This is an optimization exercise on Yosys and OpenROAD, whose aim is a short achievable clock period and few clock cycles, not a production implementation.
The RTL was checked by simulation tests, not by an equivalence proof against the original design.
No activity file was given, so power comes from the tool's default toggle rates.

== harbor ==
==> flow/design.v (excerpt) <==
module lc2k_core (
    input  wire        clk,
    input  wire        rst,           
    output wire [15:0] imem_addr,
    input  wire [31:0] imem_rdata,
    output wire [15:0] dmem_addr,
    input  wire [31:0] dmem_rdata,
    output wire        dmem_we,
    output wire [31:0] dmem_wdata,
    output wire        halted
);
For scale: roughly 7800 cells after synthesis, roughly 1600 flip-flops, ~86000 sq um of cells after synthesis.
export LEC_CHECK = 0
export ABC_CLOCK_PERIOD_IN_PS = 2500
export CAP_MARGIN = 20
export CORE_MARGIN = 2
export CORE_UTILIZATION = 40
export PLACE_DENSITY = 0.6
export SETUP_SLACK_MARGIN = 3.5
export SLEW_MARGIN = 20
export TNS_END_PERCENT = 100
create_clock -name core_clock -period 6.0 [get_ports {clk}]
run.sh (not shown) runs the stock make flow with config.mk's settings and CLKGATE_MAP_FILE= SYNTH_SCRIPT=/design/flow/synth_recipe.tcl, a recipe that flattens the netlist after the stock synthesis.
The final layout from harbor, which completed every stage, passed the timing, design-rule and antenna checks at the end of the flow.
Testbench counts of harbor, summed over its fixed seeds: cycles 40,820.
The following lists how lagoon was set up differently from harbor:
--- a/flow/design.v
+++ b/flow/design.v
@@ -4,18 +4,18 @@
     output wire [15:0] imem_addr,
     input  wire [31:0] imem_rdata,
     output wire [15:0] dmem_addr,
     input  wire [31:0] dmem_rdata,
     output wire        dmem_we,
     output wire [31:0] dmem_wdata,
     output wire        halted
 );
-    localparam integer NT = 9;        
-    localparam integer NB = 4;        
+    localparam integer NT = 8;        
+    localparam integer NB = 3;        
     reg [31:0] regs [0:7];
     reg [15:0] pc;
     reg [15:0] last_pc;               
     reg        last_seq;              
     reg        last_ext;              
     reg [NT-1:0] last_hit;
     reg        last_cfree;            
     reg        last_okc;              
==> comparison <==
- On effective utilization at floorplan, lagoon tracks harbor almost exactly.
- Relative to harbor, peak clock frequency supported by timing increased by 3.4% in lagoon.
- Cell area after technology mapping was higher in harbor than in lagoon.
- When the final numbers for lagoon and harbor were put side by side, the synthesis-to-finish area growth turned out to be greater in lagoon.
- lagoon improves on harbor in post-layout worst setup margin.
- Per the comparison of lagoon with harbor, shortest clock period the worst path allows after layout now sits lower, fraction of area in multi-input gates now sits higher, number of flip-flops and latches fell by about 4.7%.
- Delta (lagoon minus harbor): final cell count has decreased, area of the die now sits lower.
Testbench counts of lagoon, summed over its fixed seeds: cycles 41,101.

---

Another version of the RTL of lc2k_core (not shown whole).
Size: ~7800 cells after synthesis, roughly 130 I/O pins.
==> flow/config.mk <==
export PLATFORM = sky130hd
export DESIGN_NAME = lc2k_core
export DESIGN_NICKNAME = lc2k_core
export VERILOG_FILES = /design/flow/design.v
export SDC_FILE = /design/flow/constraint.sdc
export NUM_CORES = 4
export LEC_CHECK = 0
export ABC_CLOCK_PERIOD_IN_PS = 2500
export CAP_MARGIN = 20
export CORE_MARGIN = 2
export CORE_UTILIZATION = 40
export PLACE_DENSITY = 0.6
export SETUP_SLACK_MARGIN = 3.5
export SLEW_MARGIN = 20
export TNS_END_PERCENT = 100
==> flow/constraint.sdc <==
create_clock -name core_clock -period 6.0 [get_ports {clk}]
set_input_delay 1.2000 -clock core_clock [delete_from_list [all_inputs] [get_ports {clk}]]
set_output_delay 1.2000 -clock core_clock [all_outputs]
set_load 0.01 [all_outputs]
Testbench counts at the start, summed over its fixed seeds: cycles 40,820.
Rerun with:
--- a/flow/design.v
+++ b/flow/design.v
@@ -3,20 +3,20 @@
     input  wire        rst,           
     output wire [15:0] imem_addr,
     input  wire [31:0] imem_rdata,
     output wire [15:0] dmem_addr,
     input  wire [31:0] dmem_rdata,
     output wire        dmem_we,
     output wire [31:0] dmem_wdata,
     output wire        halted
 );
-    localparam integer NT = 10;       
-    localparam integer NB = 4;        
+    localparam integer NT = 8;        
+    localparam integer NB = 3;        
     reg [31:0] regs [0:7];
     reg [15:0] pc;
     reg [15:0] last_pc;               
     reg        last_seq;              
     reg        last_ext;              
     reg [NT-1:0] last_hit;
     reg        last_cfree;            
     reg        last_okc;              
     reg        last_ok;               
@@ -65,19 +65,18 @@
     reg [31:0] e_a, e_b, e_sd;
     reg [15:0] e_tgt;                    
     reg        s_ab, s_mb, s_am, s_lb, s_al, s_mm, s_ll, s_nor;
     reg        s_ld;                     
     reg        n_ma, n_la, n_mb, n_lb;   
     reg        e_fsa, e_fsl;             
     reg [31:0] e_sva, e_svb;             
     reg        e_sfam, e_sfal, e_sfbm, e_sfbl;
     reg        e_swa, e_swb;             
-    reg        e_xe;                     
     reg        e_early;                  
     reg [31:0] e_z;                      
     reg        e_so, e_snor;             
     reg [2:0]  e_srd;
     reg        x_a, x_b, x_sd, x_sa, x_sb;
     reg        m_nor, m_lw, m_sw, m_wr, m_beq, m_sc;
     reg [2:0]  m_rd;
     reg [15:0] m_lo;                     
     reg        m_c16;                    
@@ -242,23 +241,18 @@
     wire        z_wb   = z_alu && d_instr[2:0] == d_scb;
     wire [31:0] d_z    = !d_sc ? z_word :
                          z_wa ? (d_instr[22] ? z_nora : z_adda) :
                          z_wb ? (d_instr[22] ? z_norb : z_addb) : z_none;
     wire        d_early_s = d_sc && !busy(d_sca) && !busy(d_scb) &&
                             (!(d_swa || d_swb) ||
                              ((d_add || d_nor) && !busy(d_ra) && !busy(d_rb)));
     wire        d_early_b = d_beq && !busy(d_ra) && !busy(d_rb);
     wire        d_early   = d_early_s || d_early_b;
-    function busy_m(input [2:0] r);
-        busy_m = (e_wr && e_rd == r) || (m_wr && m_rd == r);
-    endfunction
-    wire        d_xe = d_beq && !busy_m(d_ra) && !busy_m(d_rb) &&
-                       e_so && (e_srd == d_ra || e_srd == d_rb);
     wire [15:0] a_lo = e_a[15:0];
     wire [15:0] b_lo = e_b[15:0];
     wire [15:0] p_lo = m_lo;              
     wire [15:0] l_lo = ld[15:0];          
     wire [16:0] sum_ab = a_lo + b_lo;
     wire [16:0] sum_mb = p_lo + b_lo;
     wire [16:0] sum_am = a_lo + p_lo;
     wire [16:0] sum_lb = l_lo + b_lo;
     wire [16:0] sum_al = a_lo + l_lo;
@@ -278,19 +272,19 @@
                   (s_al && a_lo == l_lo);
     wire [31:0] e_ax   = {x_a ? m_sres[31:16] : e_a[31:16], e_a[15:0]};
     wire [31:0] e_bx   = {x_b ? m_sres[31:16] : e_b[31:16], e_b[15:0]};
     wire [31:0] e_fa_v = n_ma ? m_alu : n_la ? ld : e_ax;
     wire [31:0] e_fb_v = n_mb ? m_alu : n_lb ? ld : e_bx;
     wire [31:0] e_sdata = e_fsl ? ld : e_fsa ? m_alu :
                           {x_sd ? m_sres[31:16] : e_sd[31:16], e_sd[15:0]};
     wire [31:0] e_sa = e_sfam ? m_alu : e_sfal ? ld : e_soa;
     wire [31:0] e_sb = e_sfbm ? m_alu : e_sfbl ? ld : e_sob;
-    wire e_taken = (e_early && (e_z == 32'd0)) || (e_xe && e_ax == e_bx);
+    wire e_taken = e_early && (e_z == 32'd0);
     assign dmem_addr  = m_lo;
     assign dmem_wdata = m_sd;
     assign dmem_we    = m_sw;
     wire m_eqhi = (m_ahi == m_bhi);
     wire [15:0] k_s   = m_ahi ^ m_bhi ^ m_sx[31:16];
     wire [15:0] k_c   = (m_ahi & m_bhi) | ((m_ahi ^ m_bhi) & k_s);
     wire        k_add = (k_s == {k_c[14:0], m_c16});
     wire m_seq = (m_k_none && m_sx == m_sy) ||
                  (m_k_add  && m_lo == m_sx[15:0] && k_add) ||
@@ -314,46 +308,43 @@
             w_grow    <= 1'b0;
             d_valid   <= 1'b0;
             d_sc      <= 1'b0;
             d_so      <= 1'b0;
             e_so      <= 1'b0;
             m_so      <= 1'b0;
             e_lw <= 1'b0; e_sw <= 1'b0; e_beq <= 1'b0; e_halt <= 1'b0; e_wr <= 1'b0;
             e_sc      <= 1'b0;
             e_early   <= 1'b0;
-            e_xe      <= 1'b0;
             m_lw <= 1'b0; m_sw <= 1'b0; m_wr <= 1'b0; m_beq <= 1'b0;
             m_sc      <= 1'b0;
             halt_r    <= 1'b0;
         end else begin
             if (m_wr)
                 regs[m_rd] <= m_res;
             if (m_so)
                 regs[m_srd] <= m_sres;
             m_lw    <= e_lw;
             m_sw    <= e_sw && !m_taken && !halt_r;
             m_wr    <= e_wr && !m_taken;
-            m_beq   <= e_beq && !e_early && !e_xe && !m_taken;
+            m_beq   <= e_beq && !e_early && !m_taken;
             m_sc    <= e_sc && !e_early && !m_taken;
             m_so    <= e_so && !m_taken;
             halt_r  <= halt_r || (e_halt && !m_taken);
             if (flush_d || d_hold) begin
                 e_lw <= 1'b0; e_sw <= 1'b0; e_beq <= 1'b0; e_halt <= 1'b0; e_wr <= 1'b0;
                 e_sc <= 1'b0;
                 e_so <= 1'b0;
                 e_early <= 1'b0;
-                e_xe    <= 1'b0;
             end else begin
                 e_lw <= d_lw; e_sw <= d_sw; e_beq <= d_beq; e_halt <= d_hlt; e_wr <= d_wr;
                 e_sc <= d_sc;
                 e_so <= d_so;
                 e_early <= d_early;
-                e_xe    <= d_xe;
             end
             w_new  <= new_e;
             w_grow <= grow;
             if (new_e)
                 t_ptr <= (t_ptr == NT - 1) ? {NB{1'b0}} : t_ptr + 1'b1;
             if (w_new)
                 t_v <= t_v | w_sel;
             if (m_taken) begin
                 d_valid   <= 1'b0;
Outcome: The new run went through all stages and came out clean; wire length came out lower by 7.5%; synthesized area came out lower by 7.2%; combinational power came out lower by 4.5%; total power came out lower by 7.6%; critical path depth came out higher by 3; non-clock buffer count came out lower by 18; design area came out lower by 6.6%; global-route usage came out lower by 0.37 points; cell count came out lower by 4.9%; utilization came out higher by 0.25 points; setup slack gains 0.19 ns; clock-buffer cell count came out lower by 28; clock skew came out higher by 0.022 ns; die area came out lower by 7.1%.
Testbench counts after the change, summed over its fixed seeds: cycles 41,330.

## what the ideal ports hide
How much do the figures lean on ideal ports? The routed layouts below were timed once more, with nothing changed but the port constraints.
Step 1, drivers: a clkbuf_16 drives clk and a buf_2 each remaining input, both assumed.
Step 2 times the ports against the registers' clock, not the clock port: input delays grow and output delays shrink by t, the midpoint of the rising clock arrivals with the driver on.
a / b / c = ideal ports / drivers / drivers and shift; a / b = the first two.
| run | t, ns | setup slack, ns | worst setup path after step 2 | worst register clock-pin slew, ns | pins driven straight from the clock port |
|---|---|---|---|---|---|
| harbor | 0.924 | 2.760 / 2.760 / 1.959 | input to register | 0.07 / 0.07 | 1 |
| lagoon | 0.924 | 2.867 / 2.867 / 2.170 | input to register | 0.08 / 0.08 | 1 |
| the first run of note 2 | 0.915 | 2.602 / 2.602 / 1.931 | input to register | 0.07 / 0.07 | 1 |
| the second run of note 2 | 0.899 | 2.795 / 2.795 / 2.033 | input to register | 0.07 / 0.07 | 1 |
After both steps setup and hold are still met in every run listed. For harbor, which loses most, drivers alone change the setup slack by 0.000 ns; drivers and shift together by -0.801 ns.
